This design comes from an exercise in tuning for small area, a short achievable clock period and few clock cycles per item on the open sky130 flow, not from production work.
Function was checked by simulation only, so behaviour that the tests miss may differ from the original.
Power figures rest on the tool's default switching activity, not on a simulated workload.

==> flow/design.v, too long to show whole: its modules and the start of the top module <==
// module rtty_coef_rom: 3172 lines
// module rtty_mac: 512 lines
// module rtty_baudot_dec: 42 lines
// module rtty_slicer: 149 lines
// module rtty_frame_rx: 53 lines
// module rtty_rx: 37 lines
module rtty_rx (
    input  wire        clk,
    input  wire        rst,
    input  wire        in_valid,
    output wire        in_ready,
    input  wire [15:0] in_sample,
    output wire        bit_valid,
    output wire        bit_value,
    output wire        out_valid,
    output wire [7:0]  out_char,
    output wire        out_unk,
    output wire [15:0] fecnt
);
  // ...
==> flow/flow/run.sh <==
#!/bin/bash
# Own layout flow: the standard synthesis, then a resynthesis of its loose
# combinational logic with ABC's default (area) mapping, keeping every
# register, full and half adder and tie cell of the standard netlist as they
# are; then full adders are given the polarity that needs the fewest
# inverters; then the standard layout from the new netlist on.
# Each tool writes its full output to a log file in this folder.
set -euo pipefail
R=orfs/results/${FLOW_PLATFORM}/rtty_rx/base
LIB=${FLOW_HOME}/platforms/${FLOW_PLATFORM}/lib/sky130_fd_sc_hd__tt_025C_1v80.lib

bash standard.sh synth > flow_synth.log 2>&1

cp $R/1_2_yosys.v standard_1_2_yosys.v
DU=$(sed 's/^/-dont_use /' flow/dont_use.txt | tr '\n' ' ')
cat > resyn.ys <<EOS
read_liberty -ignore_miss_func $LIB
read_verilog standard_1_2_yosys.v
hierarchy -top ${FLOW_TOP}
setattr -mod -set keep_hierarchy 1 sky130_fd_sc_hd__fa_* sky130_fd_sc_hd__ha_* sky130_fd_sc_hd__df* sky130_fd_sc_hd__edf* sky130_fd_sc_hd__conb_*
flatten
opt_clean -purge
abc -liberty $LIB $DU
opt_clean -purge
splitnets
opt_clean -purge
insbuf -buf sky130_fd_sc_hd__buf_4 A X
tee -o resyn_stat.txt stat -liberty $LIB
select ${FLOW_TOP}
write_verilog -noattr -noexpr -nohex -nodec -selected resyn.v
EOS
yosys -s resyn.ys > flow_resyn.log 2>&1
python3 flow/netfix.py resyn.v fixed.v > flow_netfix.log 2>&1
cp fixed.v $R/1_2_yosys.v
touch $R/1_2_yosys.v

bash standard.sh finish > flow_finish.log 2>&1
==> flow/flow/dont_use.txt <==
sky130_fd_sc_hd__probe_p_8
sky130_fd_sc_hd__probec_p_8
sky130_fd_sc_hd__lpflow_bleeder_1
sky130_fd_sc_hd__lpflow_clkbufkapwr_1
sky130_fd_sc_hd__lpflow_clkbufkapwr_16
sky130_fd_sc_hd__lpflow_clkbufkapwr_2
sky130_fd_sc_hd__lpflow_clkbufkapwr_4
sky130_fd_sc_hd__lpflow_clkbufkapwr_8
sky130_fd_sc_hd__lpflow_clkinvkapwr_1
sky130_fd_sc_hd__lpflow_clkinvkapwr_16
sky130_fd_sc_hd__lpflow_clkinvkapwr_2
sky130_fd_sc_hd__lpflow_clkinvkapwr_4
sky130_fd_sc_hd__lpflow_clkinvkapwr_8
sky130_fd_sc_hd__lpflow_decapkapwr_12
sky130_fd_sc_hd__lpflow_decapkapwr_3
sky130_fd_sc_hd__lpflow_decapkapwr_4
sky130_fd_sc_hd__lpflow_decapkapwr_6
sky130_fd_sc_hd__lpflow_decapkapwr_8
sky130_fd_sc_hd__lpflow_inputiso0n_1
sky130_fd_sc_hd__lpflow_inputiso0p_1
sky130_fd_sc_hd__lpflow_inputiso1n_1
sky130_fd_sc_hd__lpflow_inputiso1p_1
sky130_fd_sc_hd__lpflow_inputisolatch_1
sky130_fd_sc_hd__lpflow_isobufsrc_1
sky130_fd_sc_hd__lpflow_isobufsrc_16
sky130_fd_sc_hd__lpflow_isobufsrc_2
sky130_fd_sc_hd__lpflow_isobufsrc_4
sky130_fd_sc_hd__lpflow_isobufsrc_8
sky130_fd_sc_hd__lpflow_isobufsrckapwr_16
sky130_fd_sc_hd__lpflow_lsbuf_lh_hl_isowell_tap_1
sky130_fd_sc_hd__lpflow_lsbuf_lh_hl_isowell_tap_2
sky130_fd_sc_hd__lpflow_lsbuf_lh_hl_isowell_tap_4
sky130_fd_sc_hd__lpflow_lsbuf_lh_isowell_4
sky130_fd_sc_hd__lpflow_lsbuf_lh_isowell_tap_1
sky130_fd_sc_hd__lpflow_lsbuf_lh_isowell_tap_2
sky130_fd_sc_hd__lpflow_lsbuf_lh_isowell_tap_4
==> flow/flow/netfix.py <==
#!/usr/bin/env python3
"""Post-synthesis netlist clean-up for a flat Yosys netlist of sky130hd cells.

Full adders are self-dual: fa(~a,~b,~c) = (~sum, ~cout). Each fa cell may be
given an inverted polarity (inputs and outputs complemented) when that lowers
the number of inverters the netlist needs. Inverter chains are rebuilt so that
every net has at most one inverter of its value.
"""
import re, sys
from collections import defaultdict

INV_TYPES = {'sky130_fd_sc_hd__inv_1', 'sky130_fd_sc_hd__inv_2', 'sky130_fd_sc_hd__clkinv_1',
             'sky130_fd_sc_hd__inv_4', 'sky130_fd_sc_hd__clkinv_2'}
FA = 'sky130_fd_sc_hd__fa_1'
OUT_PINS = {'X', 'Y', 'Q', 'Q_N', 'SUM', 'COUT', 'HI', 'LO'}

def parse(text):
    m = re.search(r'\bmodule\s+(\S+)\s*\(', text)
    body_start = m.start()
    end = text.index('endmodule', body_start)
    body = text[body_start:end]
    # statements end with ';'
    stmts = [s.strip() for s in body.split(';')]
    return text[:body_start], stmts, text[end:]

cell_re = re.compile(r'^(sky130_fd_sc_hd__\w+)\s+(\S+)\s*\((.*)\)$', re.S)
pin_re = re.compile(r'\.(\w+)\s*\(\s*(.*?)\s*\)\s*(?:,|$)', re.S)

def main(src, dst):
    text = open(src).read()
    head, stmts, tail = parse(text)
    cells = []      # [type, name, {pin: net}] or None for other statements
    other = []
    ports = set()
    for i, s in enumerate(stmts):
        m = cell_re.match(s)
        if m:
            pins = {p: n for p, n in pin_re.findall(m.group(3))}
            cells.append([m.group(1), m.group(2), pins, i])
        else:
            other.append((i, s))
            for kw in ('input', 'output', 'inout'):
                if s.startswith(kw):
                    for nm in re.findall(r'(\\\S+|\w+)\s*$', s):
                        ports.add(nm)
    # nets used in assigns or ports are left alone
    fixed_nets = set()
    for i, s in other:
        if s.startswith('assign'):
            for tok in re.findall(r'\\\S+|[A-Za-z_][\w$]*(?:\[\d+\])?', s[6:]):
                fixed_nets.add(tok)
                fixed_nets.add(tok.split('[')[0])
    def base(n):
        return n.split('[')[0] if not n.startswith('\\') else n.split(' ')[0]
    def is_fixed(n):
        return n in fixed_nets or base(n) in fixed_nets or base(n) in ports or "'" in n
    drv = {}
    loads = defaultdict(list)
    for ci, c in enumerate(cells):
        for p, n in c[2].items():
            if p in OUT_PINS:
                drv[n] = (ci, p)
            else:
                loads[n].append((ci, p))
    isinv = [c[0] in INV_TYPES for c in cells]
    # root of a net: follow inverters back
    def root(n):
        par = 0
        seen = 0
        while n in drv and isinv[drv[n][0]] and not is_fixed(n):
            n = cells[drv[n][0]][2]['A']
            par ^= 1
            seen += 1
            if seen > 50: break
        return n, par
    # groups: root net -> list of (load ci, pin, parity) through inverter chains,
    # only where every inverter on the way drives cell pins only (no fixed net)
    groups = defaultdict(list)
    chain_invs = defaultdict(set)
    def walk(r, n, par):
        for (ci, p) in loads.get(n, []):
            if isinv[ci]:
                o = cells[ci][2]['Y']
                if is_fixed(o):
                    groups[r].append((ci, p, par))   # keep this inverter as a load
                    continue
                chain_invs[r].add(ci)
                walk(r, o, par ^ 1)
            else:
                groups[r].append((ci, p, par))
    roots = set()
    for ci, c in enumerate(cells):
        if isinv[ci]:
            continue
        for p, n in c[2].items():
            if p in OUT_PINS:
                roots.add(n)
    for n in list(loads):
        if n not in drv:
            roots.add(n)        # ports / undriven
    for r in roots:
        walk(r, r, 0)
    # polarity: fa cells only
    fa_ids = [ci for ci, c in enumerate(cells) if c[0] == FA]
    pol = defaultdict(int)
    root_src = {}
    for r in groups:
        if r in drv and cells[drv[r][0]][0] == FA:
            root_src[r] = drv[r][0]
    def need(r, ci, par):
        # physical parity needed between physical root and load ci
        ps = pol[root_src[r]] if r in root_src else 0
        pd = pol[ci] if cells[ci][0] == FA else 0
        return par ^ ps ^ pd
    def cost(r):
        return 1 if any(need(r, ci, par) for ci, p, par in groups[r]) else 0
    # nets touching each fa
    touch = defaultdict(set)
    for r in groups:
        if r in root_src:
            touch[root_src[r]].add(r)
        for ci, p, par in groups[r]:
            if cells[ci][0] == FA:
                touch[ci].add(r)
    before = sum(cost(r) for r in groups)
    old_invs = sum(1 for x in isinv if x)
    improved = True
    it = 0
    while improved and it < 50:
        improved = False
        it += 1
        for f in fa_ids:
            nets = touch[f]
            c0 = sum(cost(r) for r in nets)
            pol[f] ^= 1
            c1 = sum(cost(r) for r in nets)
            if c1 < c0:
                improved = True
            else:
                pol[f] ^= 1
    # annealing from the greedy result: random flips, accepting some worse ones
    import random, math
    rng = random.Random(1)
    cur = sum(cost(r) for r in groups)
    best = cur
    best_pol = dict(pol)
    T = 2.0
    steps = 200 * len(fa_ids)
    for step in range(steps):
        f = fa_ids[rng.randrange(len(fa_ids))]
        nets = touch[f]
        c0 = sum(cost(r) for r in nets)
        pol[f] ^= 1
        c1 = sum(cost(r) for r in nets)
        d = c1 - c0
        if d <= 0 or rng.random() < math.exp(-d / T):
            cur += d
            if cur < best:
                best = cur
                best_pol = dict(pol)
        else:
            pol[f] ^= 1
        T = max(0.05, 2.0 * (1 - step / steps))
    pol.clear()
    pol.update(best_pol)
    after = sum(cost(r) for r in groups)
    # rebuild
    dead = set()
    for r in groups:
        dead |= chain_invs[r]
    new_cells = []
    k = 0
    new_wires = []
    for r in groups:
        inv_net = None
        for ci, p, par in groups[r]:
            if need(r, ci, par):
                if inv_net is None:
                    inv_net = f'_pinv{k}_'
                    k += 1
                    new_wires.append(inv_net)
                    new_cells.append(['sky130_fd_sc_hd__inv_1', f'_pinvc{k}_', {'A': r, 'Y': inv_net}, None])
                cells[ci][2][p] = inv_net
            else:
                cells[ci][2][p] = r
    # fa polarity: complement outputs -> the physical nets carry inverted values;
    # handled above through need(); nothing else to change in the cells.
    out = [head.rstrip()]
    body_lines = []
    cell_at = {c[3]: c for c in cells}
    for i in range(len(stmts)):
        if i in cell_at:
            c = cell_at[i]
            ci = cells.index(c) if False else None
    idx_of = {c[3]: n for n, c in enumerate(cells)}
    text_out = []
    for i, s in enumerate(stmts):
        if i in idx_of:
            n = idx_of[i]
            if n in dead:
                continue
            c = cells[n]
            text_out.append(f"  {c[0]} {c[1]} (" + ",".join(f"\n    .{p}({v}{' ' if v.startswith(chr(92)) else ''})" for p, v in c[2].items()) + "\n  );")
        else:
            if s == '':
                continue
            if s.startswith('module'):
                text_out.append(s + ' ;')
                for w in new_wires:
                    text_out.append(f"  wire {w};")
            else:
                text_out.append('  ' + s + ' ;')
    for c in new_cells:
        text_out.append(f"  {c[0]} {c[1]} (" + ",".join(f"\n    .{p}({v}{' ' if v.startswith(chr(92)) else ''})" for p, v in c[2].items()) + "\n  );")
    open(dst, 'w').write(head + "\n".join(text_out) + "\n" + tail)
    flipped = sum(1 for f in fa_ids if pol[f])
    print(f"inverters: {old_invs} in netlist; rebuilt groups need {before} before, {after} after; "
          f"removed {len(dead)}, added {len(new_cells)}; flipped {flipped} of {len(fa_ids)} fa")

if __name__ == '__main__':
    main(sys.argv[1], sys.argv[2])
==> flow/standard.sh <==
#!/bin/bash
# synth_recipe.tcl (not shown) runs the flow's synth.tcl, then flattens the netlist and writes it again
# the make line also repeats each setting of config.mk as NAME=value (left out here)
make -C /OpenROAD-flow-scripts/flow DESIGN_CONFIG=/design/flow/config.mk WORK_HOME=/design/flow/orfs CLKGATE_MAP_FILE= SYNTH_SCRIPT=/design/flow/synth_recipe.tcl "${@:-finish}"
==> flow/config.mk <==
export PLATFORM = sky130hd
export DESIGN_NAME = rtty_rx
export DESIGN_NICKNAME = rtty_rx
export VERILOG_FILES = /design/flow/design.v
export SDC_FILE = /design/flow/constraint.sdc
export NUM_CORES = 4
export LEC_CHECK = 0
export CAP_MARGIN = 20
export CORE_MARGIN = 2
export CORE_UTILIZATION = 40
export SLEW_MARGIN = 20
export SYNTH_MEMORY_MAX_BITS = 65536
==> flow/constraint.sdc <==
create_clock -name core_clock -period 12.0 [get_ports {clk}]
set_input_delay 2.4000 -clock core_clock [delete_from_list [all_inputs] [get_ports {clk}]]
set_output_delay 2.4000 -clock core_clock [all_outputs]
set_load 0.01 [all_outputs]
==> flow_summary.json, run 1 <==
{
  "post-route-util": 0.460,
  "drt-pass1-iter-count": 7,
  "buf_share": 0.0347,
  "tightest_slew_ns": 1.30,
  "clock-sinks": 642,
  "worstSetupStartpointType": "flop",
  "slowest_delay_ns": 0.62,
  "rows": 131,
  "cpMaxStageDelayCell": "nand3_2",
  "top_layer_used": "met5",
  "dieArea_um2": 132000,
  "clkbuf_count": 99,
  "met2WireLength_um": 121000,
  "wire_per_inst_um": 37.7,
  "crit_end": "u_slicer.acc[24]",
  "path_depth": 23,
  "p_comb_frac": 0.345,
  "drv_slew": 0,
  "final-setup-viol-count": 0,
  "p_switching_uw": 3270,
  "clock_latency_ns": 0.74,
  "n_all_buffers": 249,
  "status": "no timing/DRC/antenna violations",
  "seq_power_uw": 3060,
  "p_leak_uw": 0.0242,
  "fin_cells": 7489,
  "internal-power_uw": 5330,
  "diodes": 21,
  "dpl.hpwl_um": 200000
}
Testbench counts, summed over its fixed seeds: cycles 141,584, items 140,800.
==> inputs of run 2 (changes only) <==
==> flow/run.sh (new file) <==
#!/bin/bash
# synth_recipe.tcl (not shown) runs the flow's synth.tcl, then flattens the netlist and writes it again
# the make line also repeats each setting of config.mk as NAME=value (left out here)
make -C /OpenROAD-flow-scripts/flow DESIGN_CONFIG=/design/flow/config.mk WORK_HOME=/design/flow/orfs CLKGATE_MAP_FILE= SYNTH_SCRIPT=/design/flow/synth_recipe.tcl finish
removed: flow/flow/run.sh
removed: flow/flow/dont_use.txt
removed: flow/flow/netfix.py
removed: flow/standard.sh
==> run 2 against run 1 <==
- design area up 4.4%
- critical path type unchanged
- die area up 8.9%
- via count up 4.6%
- sequential share of layout area down 0.93 points
- largest cell class unchanged
- cell count up 8.1%
- synthesized cell count up 18%
- clock power up 4%
- combinational power down 5%
==> flow_summary.json, run 2 <==
{
  "post_drt_via_cell_ratio": 6.31,
  "drv_slew": 0,
  "die-width_um": 379,
  "hold_class": "reg -> reg",
  "ant_nets": 0,
  "worstRegToRegCells": 10,
  "wire_per_inst_um": 35.4,
  "ios": 48,
  "final_cell_mix": "615 x inv_1, 599 x dfxtp_1, 542 x fa_1",
  "p_per_area_nw_per_um2": 138,
  "maxCapViolations": 0,
  "drc": 0,
  "clock-sinks": 642,
  "yosys-top-cells-count": "635 x dfxtp_1, 617 x inv_1, 542 x fa_1",
  "period_share": 0.465,
  "yosysTopAreaCellShare": 0.226,
  "reg2reg_to": "u_slicer.mag_sm1[0]",
  "cts_buffers": 84,
  "skew_ns": 0.0539,
  "final_common_cell": "inv_1",
  "totalWireLength_um": 287000,
  "finalSetupTns_ns": 0,
  "final_nets": 6922,
  "ff2ff_setup_slack_ns": 6.43,
  "cts_root_buf": "clkbuf_16",
  "antenna_found_initial": 39,
  "clock_path_buffers": 3,
  "r2r_start": "u_slicer.idx[1]",
  "synth_area_um2": 56300,
  "crit_end": "u_slicer.mag_sm1[0]",
  "drive_above_1_share": 0.104,
  "crit_fanout": 30,
  "nFillCells": 13800,
  "gr-usage-all-layers": 0.399,
  "drt-pass1-iter-count": 7,
  "grt_pass1_wl_um": 403000,
  "synth_cell_types": 97,
  "irDropWorstVdd_mv": 0.103,
  "min_period_ns": 5.57,
  "clock_latency_ns": 0.74,
  "dieArea_um2": 144000,
  "fmax_mhz": 179,
  "ctsHoldBuffers": 0,
  "seqCellArea_um2": 13000,
  "max_slew_margin": 0.113,
  "synth.yosys.seq_area_share": 0.229,
  "post-route-util": 0.440,
  "grt_start_max_net_pins": 164,
  "cts_tree": "built",
  "synth-edff-count": 7,
  "final-setup-viol-count": 0,
  "grt_overflow": 0,
  "synth-seq-cells": 642,
  "first_iter_violations": 6517,
  "ys_warn_count": 4,
  "critPathRequiredTime_ns": 12.63,
  "end_kind": "flop",
  "synth_top_flop_cell": "dfxtp_1",
  "worstSetupStartpoint": "u_slicer.idx[1]",
  "path_clk_slew_ns": 0.06,
  "synth_largest_area_cell": "dfxtp_1",
  "htreeDepth": 3,
  "grt_pass1_vias": 51000,
  "multi_input_area_um2": 38800,
  "place_congestion": 1.10,
  "tightest_slew_ns": 1.32,
  "p_leak_uw": 0.0242,
  "post-cts-setup-buffers": 0,
  "status": "no timing/DRC/antenna violations",
  "p_total_uw": 8450,
  "portBuffers": 45,
  "synth.area.top_cells": "dfxtp_1 23%, fa_1 19%, a22oi_1 6.6%, xnor2_1 5.4%, ha_1 4.9%",
  "fp.dieH_um": 379,
  "worstSetupStartpointType": "flop",
  "final-hold-violation-count": 0,
  "rows": 137,
  "rsz0062_at_grt": "no",
  "crit_type": "reg -> reg",
  "yosysMostFrequentCell": "dfxtp_1",
  "dpl.hpwl_um": 199000,
  "dr_total_vias": 51100,
  "area_delta_synth_final_pct": 9.09,
  "avgSynthCellArea_um2": 8.79,
  "synth_cells": 6405,
  "coreArea_um2": 140000,
  "syn_nets": 7188,
  "cts_resized": 0,
  "initial_utilization": 0.403,
  "worst_ep_arrival_time_ns": 6.21,
  "ys_async_sr_fraction": 0
}
## run 2: kinds of logic (layout without fill, tap and decap cells)
kind of cell    count (synthesis)  in the layout  synth area share
other cells                     2             14          0.000133
compound gates               1558           1558             0.185
flops                         642            642             0.229
fa+ha+maj                     764            764             0.242
xor+xnor                      654            654             0.103
simple gates                 1390           1390             0.121
buf+inv                      1217           1019            0.0848
mux                           178            178            0.0354
## run 2: critical path, stage by stage (launching register included)
cell      delay (ns)
dfxtp_2         0.35
inv_1           0.87
ha_2            0.51
buf_4           0.34
nand2b_1        0.98
nand2_1         0.84
a31oi_1         0.37
a31oi_1         0.17
o32ai_4         0.17
buf_4           0.54
xor2_1          0.26
## run 2: worst min-delay path by stage
| stage | startpoint | end | slack [ns] | cells past startpoint |
|---|---|---|---|---|
| after floorplan | u_slicer.last1 | u_slicer.cap | 0.40 | 2 |
| after global placement | u_slicer.fin | u_slicer.win_valid | 0.43 | 1 |
| after detailed placement | u_slicer.fin | u_slicer.win_valid | 0.43 | 1 |
| after CTS | u_slicer.h3[11] | u_slicer.h2[11] | 0.43 | 1 |
| after global routing | u_slicer.q3[12] | u_slicer.q2[12] | 0.45 | 1 |
| final | u_slicer.h3[11] | u_slicer.h2[11] | 0.44 | 1 |
## run 2: layout make-up
cell class                      count  share of cell area
Multi-Input combinational cell   4546               0.632
Sequential cell                   642               0.212
Clock buffer                      112              0.0387
Tap cell                         1876              0.0382
Inverter                          621              0.0380
Timing Repair Buffer              244              0.0331
Clock inverter                     42             0.00827
Antenna cell                       12            0.000489
## run 2: layer usage
layer,wire [um],global-route usage,part of all wire,vias up
met4,24400,0.280,0.085,40
met5,270,0,0.00094,-
met2,120000,0.578,0.42,3358
met1,111000,0.499,0.39,25600
li1,-,-,-,21000
met3,31200,0.128,0.11,1027
## run 2: stage by stage
step / hold WS (ns) / worst slack [ns] / instance area, um^2 / cells
2_1_floorplan: 0.395 / 7.98 / 56300 / 6405
3_3_place_gp: 0.431 / 6.13 / 58300 / 7922
3_5_place_dp: 0.431 / 6.97 / 58400 / 7926
4_1_cts: 0.431 / 6.95 / 61300 / 8080
5_1_grt: 0.447 / 6.65 / 61400 / 8084
6_report: 0.442 / 6.43 / 61400 / 8095
## run 2: power by group
part | switching (uW) | total [uW] | leakage, uW | internal [uW]
combinational | 1700 | 2810 | 0.0175 | 1110
clock | 1120 | 2660 | 0.00140 | 1540
sequential | 406 | 2980 | 0.00529 | 2570

## static timing again, ports no longer ideal
The flow's constraints put no driver on any port. The routed layouts listed below were extracted and timed again, unchanged, in two steps. Step 1 sets driving cells, clkbuf_16 on the clock port and buf_2 on the other inputs (assumed; they add their load-dependent delay and slew). Step 2 moves the port delays by t, midway between the first and last clock arrival at a register: inputs arrive t later, outputs are due t later. That takes back most of the time a late clock gives input paths. Slacks: no drivers / after step 1 / after step 2; pairs: no drivers / after step 1.
| run | t, ns | setup slack, ns | latest minus earliest clock arrival (ns) |
|---|---|---|---|
| run 1 | 0.778 | 6.118 / 6.118 / 6.118 | 0.085 / 0.085 |
| run 2 | 0.802 | 6.425 / 6.425 / 6.425 | 0.054 / 0.055 |
After both steps setup and hold are still met in every run listed.
